Context: an optimization exercise on an open-source flow, tuned for small area. The choices shown serve that exercise and are no tape-out recipe.
Function was checked by simulation only, so behaviour that the tests miss may differ from the original.
Power is estimated from default activity; no workload was simulated.

==> design/flow/design.v <==
module pte_top (
    input             clk,
    input             rst,
    input      [1:0]  cfg_addr_width_m1,    
    input      [4:0]  cfg_page_log2,        
    input      [32:0] cfg_total_size,       
    input      [1:0]  cfg_cs_addr_bits,     
    input             cfg_bus_spi,          
    input      [7:0]  cfg_bus_selector,
    input      [7:0]  cfg_op_read,
    input      [7:0]  cfg_op_write,
    input      [7:0]  cfg_op_sread,
    input      [7:0]  cfg_op_swrite,
    input      [7:0]  cfg_op_read_status,
    input             cfg_secure_supported,
    input      [31:0] cfg_page_write_ms,
    input      [2:0]  cfg_cs_shift,
    input      [7:0]  cfg_cs_addr_mask,
    input      [7:0]  cfg_status_selector,
    input      [7:0]  cfg_status_busy_mask,
    input      [7:0]  cfg_status_fail_mask,
    input      [7:0]  cfg_dummy_byte,
    input      [31:0] now_ms,
    input             reg_we,
    input      [4:0]  reg_addr,
    input      [31:0] reg_wdata,
    output reg [31:0] reg_rdata,
    output            pkt_valid,
    input             pkt_ready,
    output reg [7:0]  pkt_sel,
    output reg        pkt_rx,
    output reg [31:0] pkt_len,
    output reg        pkt_start,
    output reg        pkt_stop,
    output     [7:0]  pkt_dummy,
    output            tx_valid,
    input             tx_ready,
    output     [7:0]  tx_data,
    input             rx_valid,
    output            rx_ready,
    input      [7:0]  rx_data,
    input             rsp_valid,
    output            rsp_ready,
    input      [7:0]  rsp_code,
    output            buf_req,
    output            buf_we,
    output     [31:0] buf_addr,
    output     [7:0]  buf_wdata,
    input             buf_gnt,
    input      [7:0]  buf_rdata
);
    localparam [7:0] R_PARAM     = 8'h01;
    localparam [7:0] R_RANGE     = 8'h02;
    localparam [7:0] R_ALIGN     = 8'h03;
    localparam [7:0] R_SIZE      = 8'h04;
    localparam [7:0] R_NOTREADY  = 8'h05;
    localparam [7:0] R_TIMEOUT   = 8'h06;
    localparam [7:0] R_INV_ADDR  = 8'h07;
    localparam [7:0] R_INV_CMD   = 8'h08;
    localparam [7:0] R_CRC       = 8'h09;
    localparam [7:0] R_NACK_ADDR = 8'h10;
    localparam [7:0] R_NACK_DATA = 8'h11;
    localparam [2:0] PH_STH  = 3'd0;    
    localparam [2:0] PH_STR  = 3'd1;    
    localparam [2:0] PH_ADDR = 3'd2;
    localparam [2:0] PH_DATA = 3'd3;
    localparam [2:0] PH_CRC  = 3'd4;
    localparam [4:0] S_IDLE  = 5'd0;
    localparam [4:0] S_VAL   = 5'd1;    
    localparam [4:0] S_VDEC  = 5'd2;
    localparam [4:0] S_SLA   = 5'd3;    
    localparam [4:0] S_SLB   = 5'd4;    
    localparam [4:0] S_ATT   = 5'd5;
    localparam [4:0] S_PKT   = 5'd6;
    localparam [4:0] S_TXLD  = 5'd7;
    localparam [4:0] S_TX    = 5'd8;
    localparam [4:0] S_RSP   = 5'd9;
    localparam [4:0] S_RX    = 5'd10;
    localparam [4:0] S_BUFRD = 5'd11;
    localparam [4:0] S_BUFWR = 5'd12;
    localparam [4:0] S_ACRC  = 5'd13;
    localparam [4:0] S_WRAP  = 5'd14;   
    localparam [4:0] S_SUCC  = 5'd15;
    localparam [4:0] S_NEXT  = 5'd16;
    localparam [4:0] S_TMR   = 5'd17;   
    localparam [4:0] S_TDEC  = 5'd18;
    localparam [4:0] S_FAIL  = 5'd19;
    localparam [4:0] S_RB    = 5'd20;   
    localparam [4:0] S_LDST  = 5'd21;   
    localparam [4:0] S_DONE  = 5'd22;
    reg [31:0] cmd_q, offset_q, length_q;
    reg        busy, done, ovr, islast;
    reg [7:0]  result;
    reg [31:0] cur_offset, remain, buf_index, slice_len;
    reg [31:0] txn_count, pkt_count, retry_count, start_time, wire_addr;
    reg [5:0]  trans_id;
    reg [15:0] crc_q, rx_crc;
    reg [7:0]  dev_status;
    reg        sel_valid;
    reg [2:0]  hi;           
    reg [4:0]  state;
    reg [2:0]  phase;
    reg [1:0]  dc;           
    reg [2:0]  bn;           
    reg [7:0]  byte_q;
    reg [4:0]  f;            
    reg        chk, nr, adv, rz, eflag;
    reg        cnt_busy, cnt_txn, cnt_rty;
    reg [1:0]  cdc;
    reg [2:0]  cc;
    wire is_secure = cmd_q[2];
    wire is_read   = cmd_q[0];
    wire cmd_bad   = (cmd_q[31:3] != 29'd0) || (cmd_q[1:0] == 2'b00) || (cmd_q[1:0] == 2'b11);
    wire poll_first = cfg_bus_spi && (cfg_status_busy_mask != 8'd0);
    wire [2:0]  nmask = {cfg_cs_addr_bits == 2'd3, cfg_cs_addr_bits[1], cfg_cs_addr_bits != 2'd0};
    wire [2:0]  fold  = hi & nmask & {3{cfg_addr_width_m1 != 2'd3}};
    wire [7:0]  fold_sh = {5'd0, fold} << cfg_cs_shift;
    wire [7:0]  eff_sel = sel_valid ? (cfg_bus_selector | (fold_sh & cfg_cs_addr_mask)) : 8'd0;
    wire d0 = (dc == 2'd0);
    wire d3 = (dc == 2'd3);
    reg [7:0] pm8;
    integer j;
    always @(*) begin
        for (j = 0; j < 8; j = j + 1)
            pm8[j] = ({dc, j[2:0]} < cfg_page_log2);
    end
    wire [7:0] cur_d = cur_offset[7:0];
    wire [7:0] rem_d = remain[7:0];
    wire [7:0] buf_d = buf_index[7:0];
    wire [7:0] sl_d  = slice_len[7:0];
    wire [7:0] st_d  = start_time[7:0];
    wire [7:0] now_d = now_ms[{dc, 3'b000} +: 8];
    wire [7:0] pwt_d = cfg_page_write_ms[{dc, 3'b000} +: 8];
    wire [7:0] tot_d = cfg_total_size[{dc, 3'b000} +: 8];
    reg [4:0] fi;
    always @(*) begin
        fi = f;
        if (state == S_TX || state == S_BUFWR)
            fi = {f[4:3], 3'b011};
        if (d0) begin
            case (state)
                S_VAL:  fi = 5'b00000;
                S_SLA:  fi = 5'b00001;
                S_SLB:  fi = {f[4:1], 1'b1};
                S_RB:   fi = 5'b00011;
                S_TMR:  fi = 5'b00010;
                default: ;
            endcase
        end
    end
    wire [8:0] v_sum = {1'b0, cur_d} + {1'b0, rem_d} + {8'd0, fi[0]};
    wire [8:0] v_dif = {1'b0, tot_d} - {1'b0, v_sum[7:0]} - {8'd0, fi[1]};
    wire [8:0] rip   = {1'b0, ~cur_d & pm8} + {8'd0, fi[0]};
    wire [8:0] sl_cmp = {1'b0, rem_d} - {1'b0, rip[7:0]} - {8'd0, fi[1]};
    wire [8:0] t_d = {1'b0, now_d} - {1'b0, st_d} - {8'd0, fi[0]};
    wire [8:0] t_s = {1'b0, t_d[7:0]} - {1'b0, pwt_d} - {8'd0, fi[1]};
    wire       is_rb  = (state == S_RB);
    wire       unit_hold = (state == S_WRAP) && d0;
    wire [7:0] ub = is_rb ? sl_d : 8'd0;
    wire [8:0] cur_s = {1'b0, cur_d} + {1'b0, is_rb ? ~ub : ub} + {8'd0, fi[0]};
    wire [8:0] buf_s = {1'b0, buf_d} + {1'b0, is_rb ? ~ub : ub} + {8'd0, fi[1]};
    wire [8:0] rem_s = {1'b0, rem_d} + {1'b0, is_rb ? ub : ~ub} + {8'd0, fi[2]};
    reg [31:0] pmask;
    always @(*) begin
        for (j = 0; j < 32; j = j + 1)
            pmask[j] = (j < cfg_page_log2);
    end
    wire last_byte = ((cur_offset & pmask) == pmask) || (remain == 32'd1);
    always @(*) begin
        pkt_sel   = eff_sel;
        pkt_rx    = 1'b0;
        pkt_len   = 32'd1;
        pkt_start = 1'b0;
        pkt_stop  = 1'b0;
        case (phase)
            PH_STH: begin
                pkt_sel   = cfg_status_selector;
                pkt_start = 1'b1;
            end
            PH_STR: begin
                pkt_sel   = cfg_status_selector;
                pkt_rx    = 1'b1;
                pkt_start = !cfg_bus_spi;
                pkt_stop  = 1'b1;
            end
            PH_ADDR: begin
                pkt_len   = {29'd0, {1'b0, cfg_addr_width_m1} + 3'd1 + {2'd0, cfg_bus_spi}};
                pkt_start = 1'b1;
            end
            PH_DATA: begin
                pkt_rx    = is_read;
                pkt_len   = slice_len;
                pkt_start = is_read && !cfg_bus_spi;
                pkt_stop  = !is_secure;
            end
            default: begin
                pkt_rx    = is_read;
                pkt_len   = 32'd2;
                pkt_stop  = 1'b1;
            end
        endcase
    end
    assign pkt_dummy = cfg_dummy_byte;
    assign pkt_valid = (state == S_PKT) && !cnt_busy;
    assign tx_valid  = (state == S_TX);
    assign tx_data   = byte_q;
    assign rx_ready  = (state == S_RX);
    assign rsp_ready = (state == S_RSP);
    assign buf_req   = (state == S_BUFRD) || (state == S_BUFWR);
    assign buf_we    = (state == S_BUFWR);
    assign buf_addr  = buf_index;
    assign buf_wdata = byte_q;
    reg [7:0] opcode;
    always @(*) begin
        case ({cmd_q[2], cmd_q[0]})
            2'b01:   opcode = cfg_op_read;
            2'b00:   opcode = cfg_op_write;
            2'b11:   opcode = cfg_op_sread;
            default: opcode = cfg_op_swrite;
        endcase
    end
    wire       hdr_op    = (phase == PH_ADDR) && cfg_bus_spi && (bn == 3'd0);
    wire [1:0] ai        = bn[1:0] - {1'b0, (phase == PH_ADDR) && cfg_bus_spi};
    wire [1:0] apos      = cfg_addr_width_m1 - ai;
    wire [7:0] addr_byte = wire_addr[{apos, 3'b000} +: 8];
    reg [7:0] load_byte;
    always @(*) begin
        case (phase)
            PH_STH:  load_byte = cfg_op_read_status;
            PH_CRC:  load_byte = bn[0] ? crc_q[7:0] : crc_q[15:8];
            default: load_byte = hdr_op ? opcode : addr_byte;
        endcase
    end
    wire [2:0] hdr_len = (phase == PH_ADDR) ? ({1'b0, cfg_addr_width_m1} + 3'd1 + {2'd0, cfg_bus_spi}) :
                         (phase == PH_CRC) ? 3'd2 : 3'd1;
    wire hdr_last = (bn + 3'd1 == hdr_len);
    function [15:0] crc16_byte(input [15:0] c, input [7:0] b);
        integer i;
        reg [15:0] r;
        reg        fb;
        begin
            r = c;
            for (i = 7; i >= 0; i = i - 1) begin
                fb = r[15] ^ b[i];
                r  = {r[14:0], 1'b0};
                if (fb) r = r ^ 16'h1021;
            end
            crc16_byte = r;
        end
    endfunction
    wire [15:0] crc_base = (state == S_ACRC && bn == 3'd0) ? 16'hFFFF : crc_q;
    wire [7:0]  crc_in   = (state == S_ACRC) ? addr_byte : byte_q;
    wire [15:0] crc_nxt  = crc16_byte(crc_base, crc_in);
    wire rsp_ok = (rsp_code == 8'h00);
    wire rsp_nr = (rsp_code == R_NACK_ADDR) || (rsp_code == R_NOTREADY);
    wire [7:0] rsp_fatal = (rsp_code == R_NACK_DATA) ?
                           ((phase == PH_ADDR) ? R_INV_ADDR : R_INV_CMD) : rsp_code;
    wire st_busy = (dev_status & cfg_status_busy_mask) != 8'd0;
    wire st_fail = (dev_status & cfg_status_fail_mask) != 8'd0;
    always @(*) begin
        case (reg_addr)
            5'd0:  reg_rdata = cmd_q;
            5'd1:  reg_rdata = offset_q;
            5'd2:  reg_rdata = length_q;
            5'd3:  reg_rdata = {16'd0, result, 4'd0, islast, ovr, done, busy};
            5'd4:  reg_rdata = cur_offset;
            5'd5:  reg_rdata = remain;
            5'd6:  reg_rdata = buf_index;
            5'd7:  reg_rdata = slice_len;
            5'd8:  reg_rdata = txn_count;
            5'd9:  reg_rdata = pkt_count;
            5'd10: reg_rdata = retry_count;
            5'd11: reg_rdata = {24'd0, trans_id, 1'b0, busy};
            5'd12: reg_rdata = start_time;
            5'd13: reg_rdata = {16'd0, crc_q};
            5'd14: reg_rdata = {16'd0, rx_crc};
            5'd15: reg_rdata = {24'd0, dev_status};
            5'd16: reg_rdata = wire_addr;
            5'd17: reg_rdata = {24'd0, eff_sel};
            default: reg_rdata = 32'd0;
        endcase
    end
    wire [1:0] ccarry = 2'b00;
    wire [2:0] cci = (cdc == 2'd0) ? 3'b111 : cc;
    wire [8:0] pk_s = {1'b0, pkt_count[7:0]}   + {8'd0, cci[0]};
    wire [8:0] tx_s = {1'b0, txn_count[7:0]}   + {8'd0, cci[1]};
    wire [8:0] rt_s = {1'b0, retry_count[7:0]} + {8'd0, cci[2]};
    task byte_step(input [4:0] nxt_more, input [4:0] nxt_end);
        begin
            cur_offset[7:0] <= cur_s[7:0];
            buf_index[7:0]  <= buf_s[7:0];
            remain[7:0]     <= rem_s[7:0];
            f[2:0]          <= {rem_s[8], buf_s[8], cur_s[8]};
            adv             <= 1'b1;
            rz              <= (remain == 32'd1);
            eflag           <= last_byte;
            if (cur_s[8] | buf_s[8] | ~rem_s[8])
                state <= S_WRAP;
            else
                state <= last_byte ? nxt_end : nxt_more;
        end
    endtask
    always @(posedge clk) begin
        if (rst) begin
            cmd_q       <= 32'd0;
            offset_q    <= 32'd0;
            length_q    <= 32'd0;
            busy        <= 1'b0;
            done        <= 1'b0;
            ovr         <= 1'b0;
            islast      <= 1'b0;
            result      <= 8'd0;
            cur_offset  <= 32'd0;
            remain      <= 32'd0;
            buf_index   <= 32'd0;
            slice_len   <= 32'd0;
            txn_count   <= 32'd0;
            pkt_count   <= 32'd0;
            retry_count <= 32'd0;
            start_time  <= 32'd0;
            wire_addr   <= 32'd0;
            trans_id    <= 6'd0;
            crc_q       <= 16'd0;
            rx_crc      <= 16'd0;
            dev_status  <= 8'd0;
            sel_valid   <= 1'b0;
            cnt_busy    <= 1'b0;
            state       <= S_IDLE;
        end else begin
            if (reg_we) begin
                case (reg_addr)
                    5'd0: begin
                        if (busy) begin
                            ovr <= 1'b1;
                        end else begin
                            cmd_q       <= reg_wdata;
                            ovr         <= 1'b0;
                            done        <= 1'b0;
                            result      <= 8'd0;
                            islast      <= 1'b0;
                            busy        <= 1'b1;
                            cur_offset  <= offset_q;
                            remain      <= length_q;
                            buf_index   <= 32'd0;
                            slice_len   <= 32'd0;
                            txn_count   <= 32'd0;
                            pkt_count   <= 32'd0;
                            retry_count <= 32'd0;
                            dc          <= 2'd0;
                            nr          <= 1'b0;
                            adv         <= 1'b0;
                            state       <= S_VAL;
                        end
                    end
                    5'd1: offset_q <= reg_wdata;
                    5'd2: length_q <= reg_wdata;
                    default: ;
                endcase
            end
            if (cnt_busy) begin
                pkt_count <= {pk_s[7:0], pkt_count[31:8]};
                cc[0] <= pk_s[8];
                if (cnt_txn) begin
                    txn_count <= {tx_s[7:0], txn_count[31:8]};
                    cc[1] <= tx_s[8];
                end
                if (cnt_rty) begin
                    retry_count <= {rt_s[7:0], retry_count[31:8]};
                    cc[2] <= rt_s[8];
                end
                cdc <= cdc + 2'd1;
                if (cdc == 2'd3) cnt_busy <= 1'b0;
            end
            case (state)
                S_VAL: begin
                    cur_offset <= {cur_d, cur_offset[31:8]};
                    remain     <= {rem_d, remain[31:8]};
                    f  <= {fi[4] | (rem_d != 8'd0), fi[3] | ((rem_d & pm8) != 8'd0),
                           fi[2] | ((cur_d & pm8) != 8'd0), v_dif[8], v_sum[8]};
                    dc <= dc + 2'd1;
                    if (d3) state <= S_VDEC;
                end
                S_VDEC: begin
                    if (cmd_bad || (is_secure && !cfg_secure_supported)) begin
                        result <= R_PARAM;
                        state  <= S_DONE;
                    end else if ((f[0] & f[1]) | ((f[0] | f[1]) & ~cfg_total_size[32])) begin
                        result <= R_RANGE;
                        state  <= S_DONE;
                    end else if (is_secure && f[2]) begin
                        result <= R_ALIGN;
                        state  <= S_DONE;
                    end else if (is_secure && f[3]) begin
                        result <= R_SIZE;
                        state  <= S_DONE;
                    end else if (!f[4]) begin
                        state <= S_DONE;
                    end else begin
                        state <= S_SLA;
                    end
                end
                S_SLA: begin
                    cur_offset <= {cur_d, cur_offset[31:8]};
                    remain     <= {rem_d, remain[31:8]};
                    wire_addr  <= {(dc <= cfg_addr_width_m1) ? cur_d : 8'd0, wire_addr[31:8]};
                    start_time <= {now_d, start_time[31:8]};
                    if (dc == cfg_addr_width_m1 + 2'd1)
                        hi <= cur_d[2:0];
                    f  <= {fi[4:3], fi[2] | (rem_d != rip[7:0]), sl_cmp[8], rip[8]};
                    sel_valid <= 1'b1;
                    dc <= dc + 2'd1;
                    if (d3) state <= S_SLB;
                end
                S_SLB: begin
                    cur_offset <= {cur_d, cur_offset[31:8]};
                    remain     <= {rem_d, remain[31:8]};
                    slice_len  <= {f[1] ? rem_d : rip[7:0], slice_len[31:8]};
                    f[0] <= rip[8];
                    dc <= dc + 2'd1;
                    if (d3) begin
                        islast <= f[1] | ~f[2];
                        adv    <= 1'b0;
                        state  <= S_ATT;
                    end
                end
                S_ATT: begin
                    chk   <= 1'b0;
                    phase <= poll_first ? PH_STH : PH_ADDR;
                    state <= S_PKT;
                end
                S_PKT: begin
                    if (pkt_ready && !cnt_busy) begin
                        cnt_busy <= 1'b1;
                        cdc      <= 2'd0;
                        cnt_txn  <= (phase == PH_ADDR);
                        cnt_rty  <= nr;
                        nr       <= 1'b0;
                        if (phase == PH_ADDR || phase == PH_STH || (phase == PH_STR && !cfg_bus_spi))
                            trans_id <= trans_id + 6'd1;
                        bn <= 3'd0;
                        if (pkt_rx)
                            state <= S_RSP;
                        else if (phase == PH_DATA)
                            state <= is_secure ? S_ACRC : S_BUFRD;
                        else
                            state <= S_TXLD;
                    end
                end
                S_TXLD: begin
                    byte_q <= load_byte;
                    state  <= S_TX;
                end
                S_BUFRD: begin
                    if (buf_gnt) begin
                        byte_q <= buf_rdata;
                        state  <= S_TX;
                    end
                end
                S_TX: begin
                    if (tx_ready) begin
                        if (phase == PH_DATA) begin
                            if (is_secure) crc_q <= crc_nxt;
                            byte_step(S_BUFRD, S_RSP);
                        end else begin
                            bn    <= bn + 3'd1;
                            state <= hdr_last ? S_RSP : S_TXLD;
                        end
                    end
                end
                S_ACRC: begin
                    crc_q <= crc_nxt;
                    bn    <= bn + 3'd1;
                    if (bn[1:0] == cfg_addr_width_m1)
                        state <= is_read ? S_RX : S_BUFRD;
                end
                S_RSP: begin
                    if (rsp_valid) begin
                        if (rsp_ok) begin
                            if (!pkt_rx)
                                state <= S_SUCC;
                            else if (phase == PH_DATA && is_secure)
                                state <= S_ACRC;
                            else
                                state <= S_RX;
                        end else if (rsp_nr) begin
                            dc    <= 2'd0;
                            state <= S_TMR;
                        end else begin
                            result <= rsp_fatal;
                            state  <= S_FAIL;
                        end
                    end
                end
                S_RX: begin
                    if (rx_valid) begin
                        byte_q <= rx_data;
                        case (phase)
                            PH_DATA: state <= S_BUFWR;
                            PH_CRC: begin
                                rx_crc <= {rx_crc[7:0], rx_data};
                                bn     <= bn + 3'd1;
                                if (bn[0]) state <= S_SUCC;
                            end
                            default: begin
                                dev_status <= rx_data;
                                state      <= S_SUCC;
                            end
                        endcase
                    end
                end
                S_BUFWR: begin
                    if (buf_gnt) begin
                        if (is_secure) crc_q <= crc_nxt;
                        byte_step(S_RX, S_SUCC);
                    end
                end
                S_WRAP: begin
                    if (d0) begin
                        cur_offset <= {cur_d, cur_offset[31:8]};
                        buf_index  <= {buf_d, buf_index[31:8]};
                        remain     <= {rem_d, remain[31:8]};
                    end else begin
                        cur_offset <= {cur_s[7:0], cur_offset[31:8]};
                        buf_index  <= {buf_s[7:0], buf_index[31:8]};
                        remain     <= {rem_s[7:0], remain[31:8]};
                        f[2:0]     <= {rem_s[8], buf_s[8], cur_s[8]};
                    end
                    dc <= dc + 2'd1;
                    if (d3) begin
                        if (eflag) state <= is_read ? S_SUCC : S_RSP;
                        else       state <= is_read ? S_RX : S_BUFRD;
                    end
                end
                S_SUCC: begin
                    case (phase)
                        PH_STH: begin
                            phase <= PH_STR;
                            state <= S_PKT;
                        end
                        PH_STR: begin
                            if (st_busy) begin
                                dc    <= 2'd0;
                                state <= S_TMR;
                            end else if (chk) begin
                                if (st_fail) begin
                                    result <= R_CRC;
                                    state  <= S_FAIL;
                                end else begin
                                    state <= S_NEXT;
                                end
                            end else begin
                                phase <= PH_ADDR;
                                state <= S_PKT;
                            end
                        end
                        PH_ADDR: begin
                            phase <= PH_DATA;
                            state <= S_PKT;
                        end
                        PH_DATA: begin
                            if (is_secure) begin
                                phase <= PH_CRC;
                                state <= S_PKT;
                            end else begin
                                state <= S_NEXT;
                            end
                        end
                        default: begin
                            if (is_read) begin
                                if (crc_q != rx_crc) begin
                                    result <= R_CRC;
                                    state  <= S_FAIL;
                                end else begin
                                    state <= S_NEXT;
                                end
                            end else begin
                                chk   <= 1'b1;
                                phase <= cfg_bus_spi ? PH_STH : PH_STR;
                                dc    <= 2'd0;
                                state <= S_LDST;
                            end
                        end
                    endcase
                end
                S_LDST: begin
                    start_time <= {now_d, start_time[31:8]};
                    dc <= dc + 2'd1;
                    if (d3) state <= S_PKT;
                end
                S_NEXT: begin
                    if (rz) state <= S_DONE;
                    else    state <= S_SLA;
                end
                S_TMR: begin
                    start_time <= {st_d, start_time[31:8]};
                    f[2:0] <= {fi[2] | (t_s[7:0] != 8'd0), t_s[8], t_d[8]};
                    dc <= dc + 2'd1;
                    if (d3) state <= S_TDEC;
                end
                S_TDEC: begin
                    if (~f[1] & f[2]) begin
                        result <= R_TIMEOUT;
                        state  <= S_FAIL;
                    end else begin
                        nr <= 1'b1;
                        if (chk) begin
                            phase <= cfg_bus_spi ? PH_STH : PH_STR;
                            state <= S_PKT;
                        end else begin
                            state <= adv ? S_RB : S_ATT;
                        end
                    end
                end
                S_FAIL: begin
                    if (adv) state <= S_RB;
                    else     state <= S_DONE;
                end
                S_RB: begin
                    cur_offset <= {cur_s[7:0], cur_offset[31:8]};
                    buf_index  <= {buf_s[7:0], buf_index[31:8]};
                    remain     <= {rem_s[7:0], remain[31:8]};
                    slice_len  <= {sl_d, slice_len[31:8]};
                    f[2:0]     <= {rem_s[8], buf_s[8], cur_s[8]};
                    dc <= dc + 2'd1;
                    if (d3) begin
                        adv <= 1'b0;
                        if (result != 8'd0) state <= S_DONE;
                        else                state <= S_ATT;
                    end
                end
                S_DONE: begin
                    if (!cnt_busy) begin
                        busy  <= 1'b0;
                        done  <= 1'b1;
                        state <= S_IDLE;
                    end
                end
                default: ;
            endcase
        end
    end
endmodule
==> design/flow/run.sh <==
#!/bin/bash
# synth_recipe.tcl (not shown) runs the flow's synth.tcl, then flattens the netlist and writes it again
# the make line also repeats each setting of config.mk as NAME=value (left out here)
make -C /OpenROAD-flow-scripts/flow DESIGN_CONFIG=/design/flow/config.mk WORK_HOME=/design/flow/orfs CLKGATE_MAP_FILE= SYNTH_SCRIPT=/design/flow/synth_recipe.tcl finish
==> design/flow/config.mk <==
export PLATFORM = sky130hd
export DESIGN_NAME = pte_top
export DESIGN_NICKNAME = pte_top
export VERILOG_FILES = /design/flow/design.v
export SDC_FILE = /design/flow/constraint.sdc
export NUM_CORES = 4
export LEC_CHECK = 0
export CAP_MARGIN = 20
export CORE_MARGIN = 2
export CORE_UTILIZATION = 40
export SLEW_MARGIN = 20
==> design/flow/constraint.sdc <==
create_clock -name core_clock -period 10.0 [get_ports {clk}]
set_input_delay 2.0000 -clock core_clock [delete_from_list [all_inputs] [get_ports {clk}]]
set_output_delay 2.0000 -clock core_clock [all_outputs]
set_load 0.01 [all_outputs]
==> flow_summary.ini <==
[synthesis]
netlist_area_sq_um = 29130
synth-xor-area-share = 0.03234
ys_ff_latch = 485
synthSimpleGateAreaFrac = 0.2047
yosysWarnings = 1
synth_edf_count = 36
netlist_top_cells_count = nand2_1 (671), dfxtp_1 (449), a21oi_1 (369)
synth_cell_types = 88
synth_top_area_share = 0.3085
synthAdderAreaFrac = 0.05274
ys_async_sr_fraction = 0
synth_compound_area_frac = 0.2585
synth_top_family_by_area = compound AO/OA/AOI/OAI gates
synth_fp_nets = 4059
synth_cells = 3676
syn_avg_cell_area_sq_um = 7.926
yosysSeqAreaShare = 0.3456
muxShareOfSynthArea = 0.04634
synth_most_common_cell = nand2_1
yosys-top-cells-area = dfxtp_1 (31%), nand2_1 (8.6%), a21oi_1 (6.3%), a22o_1 (4.5%), ha_1 (4.4%)
synth-main-ff-cell = dfxtp_1
yosys.area.top_type = dfxtp_1

[setup_path]
worstSetupEndpointType = output port
ff2ff_setup_slack_ns = 4.52
timing.rr.start = state[4]$_SDFF_PP0_
worstPathRequired_ns = 8.00
slowest_delay_ns = 0.77
worstSetupPathType = in -> out
crit_top_cell = clkdlybuf4s50_1
reg2reg_to = f[2]$_DFFE_PP_
worst_setup_path_start_kind = input port
cp_cell_sequence = clkdlybuf4s50_1, nand2b_1, nor2_2, buf_4, a221oi_1, and3_1, nand4_1, clkdlybuf4s50_1
worstPathMaxFanout = 24
cp_slowest_cell = clkdlybuf4s50_1
crit_arrival_ns = 5.28
r2r_cells = 21

[power_and_ir_drop]
power_switching_share = 0.3818
comb_power_share = 0.366
power_density_nw_per_um2 = 192.9
p_switching_mw = 2.625
p_leak_nw = 13.03
vdd_drop_max_uv = 199.2
p_seq_frac = 0.325
pwr-share-clk = 0.309
p_int_mw = 4.250

[global_routing]
first_global_vias = 29160
antenna_found_initial = 12
grtUsageMet2 = 0.5746
grtUsageTotal = 0.3995
met3_usage = 0.1075
met1_usage = 0.5195
overflow = 0
grt-busiest-layer = met2
grt_max_degree = 84
grt_pass1_wl_mm = 216.6

[clock_network]
cts_setup_buffers = 0
htree_num_levels = 2
cts_tree = yes
cts-root-buf = clkbuf_16
cts_buffer_depth = 3
cts.clk_slew.worst_paths_ns = 0.06
cts_resized = 0
postCtsHoldBufs = 0
cts_sinks = 485
numCtsBuffers = 54
clk_latency_ns = 0.65

[layout]
drive_above_1_share = 0.06555
post-route-util = 0.4960
areaGrowthSynthToFinish_pct = 22.32
fillers = 7202
stdcell_area_sq_um = 35640
finalNonFillerCells = 4906
nNetsFinal = 4290

[detailed_routing]
wl_mm = 155.0
routedWlPerCell_um = 31.60
first_iter_violations = 4677
post_drt_via_cell_ratio = 6.546
vias = 32110
final_antenna_net_count = 0
route.detailed.drc = 0
firstDrtPassIters = 9

[timing]
finalSetupViolCount = 0
fmax_mhz = 137.3
grt_setup_unrepaired = no
tns_ns = 0
worst_pin_slew_ns = 1.091
relSlewSlack = 0.2633
period_needed_ns = 7.283
post-route-period-util = 0.7283
slew_violations = 0
whs_ns = 0.4677
fin_worst_skew_ns = 0.02344
final_hold_viol_count = 0

[floorplanning]
die-area_sq_um = 75010
start_util = 0.4055
die_w_um = 273.9
fp-row-count = 98
die_h_um = 273.9
core_sq_um = 71850
io_pins = 405

[worst_hold_path]
whs_path_depth = 2
hold_path_end = wire_addr[1]$_SDFFE_PP0P_
holdCritStartpoint = wire_addr[1]$_SDFFE_PP0P_
hold_path.class = reg -> reg

[place]
port_buffers = 388
dp.cells = 4801
placed_cell_area_sq_um = 33740
finalWeightedCongestion = 1.074
hpwl_mm = 116.4

[status]
status = no timing/DRC/antenna violations

[run]
max-cap-violations = 0
## cells in the final DEF (no fill, tap or decap), drive strengths merged, types with 81 or more instances in the layout
cell / instances
nand2: 671
a22o: 150
a22oi: 113
dfxtp: 449
nand3: 104
a221oi: 94
o21ai: 115
nor2: 300
clkdlybuf4s50: 387
clkbuf: 81
inv: 147
a21oi: 369
ha: 102
## registers in the layout, summed over array words and instances (netlist names), 5 cells and up
register,cells
length_q,32
pkt_count,32
txn_count,32
wire_addr,32
rx_crc,16
retry_count,32
buf_index,32
cur_offset,32
start_time,32
f,5
offset_q,32
cmd_q,32
trans_id,6
result,8
state,5
dev_status,8
crc_q,16
slice_len,32
byte_q,8
remain,32
## critical path, delay by kind of cell
family / cells / cell delay (ns)
AOI/OAI and AO/OA: 1 / 0.14
buffers and inverters: 3 / 1.81
and+or+nand+nor: 4 / 1.30
## final cells by class
class                           count  area (sq um)  share of cell area
Timing Repair Buffer              466          4474              0.1256
Clock inverter                     19         250.2            0.007022
Multi-Input combinational cell   2755         17470              0.4903
Antenna cell                        5         12.51           0.0003511
Clock buffer                       81          1624             0.04557
Sequential cell                   485         10070              0.2826
Inverter                          145         544.3             0.01527
Tap cell                          950          1189             0.03335
## worst max-delay path by stage
stage	slack, ns	to	start	cells past startpoint
after floorplan	4.03	f[1]$_DFFE_PP_	cfg_page_log2[3]	24
after global placement	2.88	reg_rdata[13]	reg_addr[1]	9
after detailed placement	2.85	reg_rdata[13]	reg_addr[1]	9
after CTS	2.84	reg_rdata[13]	reg_addr[1]	9
after global routing	2.74	reg_rdata[8]	reg_addr[1]	8
final	2.72	reg_rdata[12]	reg_addr[1]	8
## power groups by stage
stage	registers (mW)	clock network, mW	logic, mW
2_1_floorplan	2.15	0	1.71
3_3_place_gp	2.26	0	2.43
3_5_place_dp	2.26	0	2.46
4_1_cts	2.22	2.12	2.47
5_1_grt	2.22	2.20	2.77
6_report	2.23	2.13	2.51
## metal layers
metal / up-vias / wire, um
met5: - / 55
met4: 8 / 13090
met3: 537 / 20790
met2: 2409 / 62680
met1: 15320 / 58410
li1: 13840 / -
## through the flow
step / setup WS [ns] / power (mW)
2_1_floorplan: 4.030 / 3.856
4_1_cts: 2.839 / 6.813
3_3_place_gp: 2.875 / 4.694
5_1_grt: 2.738 / 7.195
3_5_place_dp: 2.852 / 4.715
6_report: 2.717 / 6.876
## cells by family (layout without fill, tap and decap cells)
logic type	count (synthesis)	in the layout
AOI/OAI and AO/OA	1092	1092
DFF	485	485
xor gates and xnor gates	105	105
adders and majority gates	115	115
muxes	82	82
buffers and inverters	436	711
and+or+nand+nor	1361	1361
other	0	5

[port drivers added, routing unchanged]
Ports are ideal in the flow. The routed layout listed here was re-timed in OpenROAD. Step 1: set_driving_cell puts a clkbuf_16 on clk and a buf_2 on each other input, an assumption about the parent block. Step 2 also shifts input and output timing later by t, the mid clock arrival at the registers, as if the neighbouring blocks saw the same clock. a / b / c = ideal ports / drivers / drivers and shift; a / b = the first two.
t (ns): 0.705
setup WS [ns]: 2.717 / 2.694 / 2.694
worst setup path after step 2: input to output
worst slew at a driven data input, ns: 0.09
After both steps setup and hold are still met in this run. The setup slack of this run moves by -0.023 ns with the drivers and by -0.023 ns with both steps.
